Background: an optimization exercise with open tools, aiming at small area, a short achievable clock period and few clock cycles per item. Do not read the settings as production practice. Only the layout flow was run in this run; the RTL was not checked for function there. Power is estimated from default activity; no workload was simulated.

===== flow/run.sh =====
#!/bin/bash
# synth_recipe.tcl (not shown) runs the flow's synth.tcl, then flattens the netlist and writes it again
# the make line also repeats each setting of config.mk as NAME=value (left out here)
make -C /OpenROAD-flow-scripts/flow DESIGN_CONFIG=/design/flow/config.mk WORK_HOME=/design/flow/orfs CLKGATE_MAP_FILE= SYNTH_SCRIPT=/design/flow/synth_recipe.tcl finish

===== flow/config.mk =====
export PLATFORM = sky130hd
export DESIGN_NAME = fesw_sched
export DESIGN_NICKNAME = fesw_sched
export VERILOG_FILES = /design/flow/design.v
export SDC_FILE = /design/flow/constraint.sdc
export NUM_CORES = 4
export LEC_CHECK = 0
export ABC_CLOCK_PERIOD_IN_PS = 5000
export CAP_MARGIN = 20
export CORE_MARGIN = 2
export CORE_UTILIZATION = 50
export SETUP_SLACK_MARGIN = 4.7
export SLEW_MARGIN = 20

===== flow/constraint.sdc =====
create_clock -name core_clock -period 10.0 [get_ports {clk}]
set_input_delay 2.0000 -clock core_clock [delete_from_list [all_inputs] [get_ports {clk}]]
set_output_delay 2.0000 -clock core_clock [all_outputs]
set_load 0.01 [all_outputs]

===== flow/design.v =====
module fesw_sched (
    input  wire        clk,
    input  wire        rst,         
    input  wire        req,         
    input  wire        req_tick,    
    input  wire        req_we,      
    input  wire [1:0]  req_size,    
    input  wire [7:0]  req_addr,    
    input  wire [31:0] req_wdata,
    output wire        ack,         
    output wire [31:0] rdata,
    output wire        err,
    output wire        irq_disp
);
    reg [31:0] opa, opb;
    reg [1:0]  irq_en;
    reg [1:0]  res_status;
    reg [3:0]  res_cause;
    reg [7:0]  res_opcode;
    reg [7:0]  slot_sel;
    reg [31:0] time_q;
    reg        run;
    reg [2:0]  psc;
    reg [15:0] cmp;
    reg        armed;
    reg        cmpf;
    reg [3:0]  first;
    reg [4:0]  count;
    reg        zfree;
    reg [31:0] disp_t;
    reg [31:0] disp_ha;
    reg        dvalid;
    reg        phase;       
    reg        done_q;      
    reg        can_q;       
    reg        can_rm;      
    reg        can_head;    
    reg [31:0] relt;        
    function at_or_after;
        input [31:0] a;
        input [31:0] b;
        reg   [31:0] l, e;
        integer i, n;
        begin
            l = {1'b0, ~a[30:0] & b[30:0]};
            e = {1'b1, ~(a[30:0] ^ b[30:0])};
            for (n = 16; n >= 1; n = n / 2)
                for (i = 0; i < n; i = i + 1) begin
                    l[i] = l[2*i+1] | (e[2*i+1] & l[2*i]);
                    e[i] = e[2*i+1] & e[2*i];
                end
            at_or_after = ~(a[31] ^ b[31] ^ l[0]);
        end
    endfunction
    wire [63:0] qe [0:15];      
    wire [15:0] sel_new, sel_up, sel_dn;
    wire [63:0] new_e;
    genvar k;
    generate
        for (k = 0; k < 16; k = k + 1) begin : g_q
            reg [63:0] e;
            assign qe[k] = e;
            wire [63:0] src_up = (k == 0) ? 64'd0 : qe[(k + 15) % 16];
            wire [63:0] src_dn = qe[(k + 1) % 16];
            wire        hold   = ~(sel_new[k] | sel_up[k] | sel_dn[k]);
            always @(posedge clk)
                e <= ({64{hold}}       & e)      |
                     ({64{sel_new[k]}} & new_e)  |
                     ({64{sel_up[k]}}  & src_up) |
                     ({64{sel_dn[k]}}  & src_dn);
        end
    endgenerate
    wire [31:0] q0_t = qe[0][63:32];
    wire [31:0] q1_t = qe[1][63:32];
    wire        empty = (count == 5'd0);
    wire        full  = count[4];
    wire [3:0]  free  = zfree ? 4'd0 : first + count[3:0];
    wire [15:0] vld;
    generate
        for (k = 0; k < 16; k = k + 1) begin : g_vld
            assign vld[k] = (count > k);
        end
    endgenerate
    wire [31:0] w        = req_wdata;
    wire [7:0]  opcode   = w[7:0];
    wire        bus_bad  = (req_size != 2'd2) || (req_addr[1:0] != 2'b00);
    wire        wr       = !req_tick && !bus_bad && req_we;
    wire        cmd_wr   = wr && (req_addr == 8'h08);
    wire        op_known = (opcode >= 8'h01) && (opcode <= 8'h08);
    wire        fmt_h    = (opcode == 8'h04) || (opcode == 8'h05) || (opcode == 8'h06);
    wire        fmt_p    = (opcode == 8'h01);
    wire        rsv_bad  = fmt_h ? (w[15:8] != 8'd0) :
                           fmt_p ? (w[31:11] != 21'd0) :
                                   (w[31:8] != 24'd0);
    wire        psc_bad  = fmt_p && ((w[10:8] == 3'd0) || (w[10:8] > 3'd5));
    wire        cmd_ok   = cmd_wr && op_known && !rsv_bad && !psc_bad;
    wire        op_enq   = cmd_ok && (opcode == 8'h04 || opcode == 8'h05);
    wire        op_can   = cmd_ok && (opcode == 8'h06);
    wire        op_dack  = cmd_ok && (opcode == 8'h07);
    wire        stall0   = req_we && req_addr[3] && w[2] && (w[1] ^ w[0]);
    assign ack = req && (phase ? done_q : !stall0);
    wire [15:0] mt;
    wire [15:0] mt_pre;         
    wire [15:0] mt_two;         
    generate
        for (k = 0; k < 16; k = k + 1) begin : g_mt
            assign mt[k] = vld[k] && (qe[k][31:16] == w[31:16]);
            if (k == 0) begin : g0
                assign mt_pre[k] = mt[k];
                assign mt_two[k] = 1'b0;
            end else begin : gn
                assign mt_pre[k] = mt_pre[k-1] | mt[k];
                assign mt_two[k] = mt_pre[k-1] & mt[k];
            end
        end
    endgenerate
    wire        mt_any   = mt_pre[15];
    wire        can_step = req && !ack && op_can;
    wire [31:0] enq_t = phase ? relt : opa;
    wire [15:0] ge;
    wire [15:0] above;          
    generate
        for (k = 0; k < 16; k = k + 1) begin : g_ge
            assign ge[k] = vld[k] && at_or_after(enq_t, qe[k][63:32]);
            if (k == 15) begin : g15
                assign above[k] = ge[k];
            end else begin : gn
                assign above[k] = above[k+1] | ge[k];
            end
        end
    endgenerate
    assign new_e = {enq_t, w[31:16], opb[15:0]};
    wire        enq_go   = ack && op_enq && !full;
    wire [31:0] arm_t    = (phase && can_q) ? q0_t : enq_t;
    wire [31:0] soon_enq = time_q + {29'd0, psc} + 32'd3;
    wire [15:0] cmp_enq  = at_or_after(arm_t, soon_enq) ? arm_t[15:0] : soon_enq[15:0];
    wire [31:0] time_inc = time_q + 32'd1;
    wire        hit      = armed && (time_inc[15:0] == cmp);
    wire        due_tick = !empty && at_or_after(time_inc, q0_t);
    wire        due_now  = !empty && at_or_after(time_q, q0_t);
    wire [31:0] soon_t   = time_q + 32'd3;
    wire [31:0] soon_n   = time_q + 32'd2;
    wire [15:0] cmpd_t   = at_or_after(q1_t, soon_t) ? q1_t[15:0] : soon_t[15:0];
    wire [15:0] cmpd_n   = at_or_after(q1_t, soon_n) ? q1_t[15:0] : soon_n[15:0];
    wire        eng_tick = ack && req_tick && run && (cmpf || hit) && !dvalid;
    wire        eng_dack = ack && op_dack && dvalid;
    wire        pop_go   = (eng_tick && due_tick) || (eng_dack && due_now);
    generate
        for (k = 0; k < 16; k = k + 1) begin : g_sel
            if (k == 0) begin : g0
                assign sel_new[k] = enq_go && !above[0];
                assign sel_up[k]  = 1'b0;
            end else begin : gn
                assign sel_new[k] = enq_go && !above[k] && above[k-1];
                assign sel_up[k]  = enq_go && !above[k-1] && vld[k-1];
            end
            if (k == 15) begin : g15
                assign sel_dn[k] = pop_go;
            end else begin : gd
                assign sel_dn[k] = pop_go || (can_step && mt_pre[k] && vld[k+1]);
            end
        end
    endgenerate
    wire [3:0]  slot_idx = slot_sel[3:0] - first;
    wire [63:0] slot_e   = qe[slot_idx];
    wire        slot_ok  = (slot_sel[7:4] == 4'd0);
    reg [31:0] rd_val;
    always @(*) begin
        case (req_addr)
            8'h00: rd_val = 32'h464C4B01;
            8'h04: rd_val = 32'h00000010;
            8'h0C: rd_val = {16'd0, res_opcode, res_cause, 2'b00, res_status};
            8'h10: rd_val = opa;
            8'h14: rd_val = opb;
            8'h18: rd_val = {30'd0, irq_en};
            8'h1C: rd_val = {31'd0, dvalid & irq_en[0]};
            8'h20: rd_val = time_q;
            8'h24: rd_val = {23'd0, full, empty, dvalid, cmpf, armed, psc, run};
            8'h28: rd_val = {8'd0, 3'd0, count, 4'd0, free, empty ? 8'hFF : {4'd0, first}};
            8'h2C: rd_val = {16'd0, cmp};
            8'h30: rd_val = disp_t;
            8'h34: rd_val = disp_ha;
            8'h38: rd_val = {24'd0, slot_sel};
            8'h3C: rd_val = slot_ok ? slot_e[63:32] : 32'd0;
            8'h40: rd_val = slot_ok ? slot_e[31:0] : 32'd0;
            default: rd_val = 32'd0;
        endcase
    end
    assign rdata    = bus_bad ? 32'd0 : rd_val;
    assign err      = bus_bad;
    assign irq_disp = dvalid & irq_en[0];
    always @(posedge clk) begin
        if (!rst && req && !ack) begin
            relt <= time_q + opa;
            if (!phase) begin
                can_q    <= op_can;
                can_rm   <= mt_any;
                can_head <= mt[0];
            end
        end
    end
    always @(posedge clk) begin
        if (rst) begin
            opa        <= 32'd0;
            opb        <= 32'd0;
            irq_en     <= 2'd0;
            res_status <= 2'd0;
            res_cause  <= 4'd0;
            res_opcode <= 8'd0;
            slot_sel   <= 8'd0;
            time_q     <= 32'd0;
            run        <= 1'b0;
            psc        <= 3'd0;
            cmp        <= 16'd0;
            armed      <= 1'b0;
            cmpf       <= 1'b0;
            count      <= 5'd0;
            zfree      <= 1'b1;
            disp_t     <= 32'd0;
            disp_ha    <= 32'd0;
            dvalid     <= 1'b0;
            phase      <= 1'b0;
            done_q     <= 1'b0;
        end else begin
            phase <= req && !ack;
            if (req && !ack) begin
                done_q <= !(op_can && (|mt_two));
                if (can_step && mt_any)
                    count <= count - 5'd1;
            end
            if (ack) begin
                if (req_tick) begin
                    if (run) begin
                        time_q <= time_inc;
                        if (hit)
                            cmpf <= 1'b1;
                    end
                end else if (wr) begin
                    case (req_addr)
                    8'h10: opa      <= w;
                    8'h14: opb      <= w;
                    8'h18: irq_en   <= w[1:0];
                    8'h38: slot_sel <= w[7:0];
                    8'h08: begin
                        res_opcode <= opcode;
                        res_cause  <= 4'd0;
                        res_status <= 2'd0;
                        if (!op_known) begin
                            res_status <= 2'd2;
                            res_cause  <= 4'd1;
                        end else if (rsv_bad) begin
                            res_status <= 2'd2;
                            res_cause  <= 4'd2;
                        end else if (psc_bad) begin
                            res_status <= 2'd2;
                            res_cause  <= 4'd3;
                        end else begin
                            case (opcode)
                            8'h01: begin             
                                psc <= w[10:8];
                                run <= 1'b1;
                            end
                            8'h02: run <= 1'b0;      
                            8'h03: begin             
                                zfree <= 1'b1;
                                count <= 5'd0;
                                armed <= 1'b0;
                                cmpf  <= 1'b0;
                            end
                            8'h04, 8'h05: begin      
                                if (full) begin
                                    res_status <= 2'd1;
                                end else begin
                                    count <= count + 5'd1;
                                    zfree <= 1'b0;
                                    if (zfree)
                                        first <= 4'd0;
                                    if (!above[0]) begin
                                        cmp   <= cmp_enq;
                                        armed <= 1'b1;
                                    end
                                end
                            end
                            8'h06: begin             
                                res_status <= can_rm ? 2'd0 : 2'd1;
                                if (can_head) begin
                                    if (empty) begin
                                        armed <= 1'b0;
                                        cmpf  <= 1'b0;
                                    end else begin
                                        cmp   <= cmp_enq;
                                        armed <= 1'b1;
                                    end
                                end
                            end
                            8'h07: begin             
                                if (!dvalid) begin
                                    res_status <= 2'd1;
                                end else begin
                                    dvalid <= 1'b0;
                                    cmpf   <= 1'b1;
                                end
                            end
                            default: begin           
                                time_q <= opa;
                            end
                            endcase
                        end
                    end
                    default: ;
                    endcase
                end
                if (eng_tick || eng_dack) begin
                    cmpf <= 1'b0;
                    if (pop_go) begin
                        disp_t  <= q0_t;
                        disp_ha <= qe[0][31:0];
                        dvalid  <= 1'b1;
                        first   <= first + 4'd1;
                        count   <= count - 5'd1;
                        if (count == 5'd1) begin
                            armed <= 1'b0;
                        end else begin
                            cmp   <= req_tick ? cmpd_t : cmpd_n;
                            armed <= 1'b1;
                        end
                    end
                end
            end
        end
    end
endmodule

==> run notes <==
==> what timing repair did <==
item	4_1_cts
cloned	240
gates resized for setup	1861
buffers inserted	628
pin swaps	423
setup endpoints to repair	1182
==> power by group through the flow <==
stage / sequential (mW) / clock [mW] / combinational, mW
3_5_place_dp: 5.22 / 0 / 0.592
4_1_cts: 5.11 / 6.01 / 0.685
2_1_floorplan: 5.22 / 0 / 0.319
3_3_place_gp: 5.22 / 0 / 0.588
==> worst max path at each step <==
stage | end | cells past startpoint
global placement | rdata[4] | 8
detailed placement | rdata[31] | 14
floorplan | rdata[24] | 8
CTS | rdata[1] | 17
==> per-layer routing <==
layer / GRT overflow / GRT usage, %
met5: 30 / 48.49
met1: 105 / 86.59
met4: 492 / 77.36
met2: 674 / 94.06
met3: 138 / 72.91
==> per-stage QoR <==
step	utilization, %	setup slack [ns]	std cells	total power, mW
after detailed placement	52.91	1.715	11390	5.816
after CTS	67.20	3.148	12540	11.80
after floorplan	-	4.145	9649	5.540
after global placement	52.82	1.845	11380	5.813
==> cell usage after synthesis (65+ instances only) <==
cell type     n  area (µm²)
a211oi_1     75       563.0
a21o_1       71       533.0
a21oi_1     452        2262
a221o_1     784        7848
a221oi_1    118        1033
a222oi_1    175        1752
a22o_1      609        5334
a22oi_1     487        3656
a32o_1       65       650.6
clkbuf_1    785        2947
dfxtp_1    1237       24760
ha_1        687        8596
inv_1       206       773.2
nand2_1     837        3142
nand3_1     493        2467
nand4_1     165        1032
nor2_1      366        1374
nor3_1      141       705.7
nor4_1       98       613.1
o21ai_0     436        2182
xnor2_1     248        2172
xor2_1      199        1743
==> kinds of logic after synthesis <==
| family | share of synthesized area (%) |
|---|---|
| compound gates | 34.44 |
| simple gates | 13.53 |
| flops | 30.72 |
| buf+inv | 5.063 |
| fa+ha+maj | 10.31 |
| xor+xnor | 4.771 |
| mux | 1.166 |
==> summary.md <==
| Metric | Value |
|---|---|
| Status | `stopped before the end` |
| Failing step | `global routing` |
| Log Error | `[ERROR GRT-0116] Global routing finished with congestion. Check the congestion regions in the DRC Viewer.` |
| Post-Syn Instances | `9649` |
| Clock sinks | `1276` |
| Top_reg_cell synth | `dfxtp_1` |
| Total CTS buffers | `155` |
| Number of synthesized flops with an enable pin | `39` |
| First-pass GRT wire length | `1049 mm` |
| GPL Wtd Cong | `1.121` |
| Io pins | `82` |
| Num rows | `150` |
| Syn Nets | `10390` |
| Number of synthesized register bits | `1276` |
| Clock buffer depth | `3` |
| Syn Area/Cell | `8.749 µm²` |
| DP HPWL | `365.5 mm` |
| Die X | `414.9 µm` |
| Async S/R FF share, synth | `0%` |
| GRT Total Usage | `83.47%` |
| Gr ovfl total | `1439` |
| Placement Cell Area | `88570 µm²` |
| Vias in the first global route | `115200` |
| Register area share after synthesis | `30.72%` |
| H-tree depth | `4` |
| Hold_buf cts | `0` |
| Library cells used by synthesis | `101` |
| Port bufs | `81` |
| Die H | `414.9 µm` |
| Initial core utilization | `50.43%` |
| Root Driver | `clkbuf_16` |
| Area of the mapped netlist | `84420 µm²` |
| Largest net degree at the start of global routing | `81` |
| Synth warn | `1` |
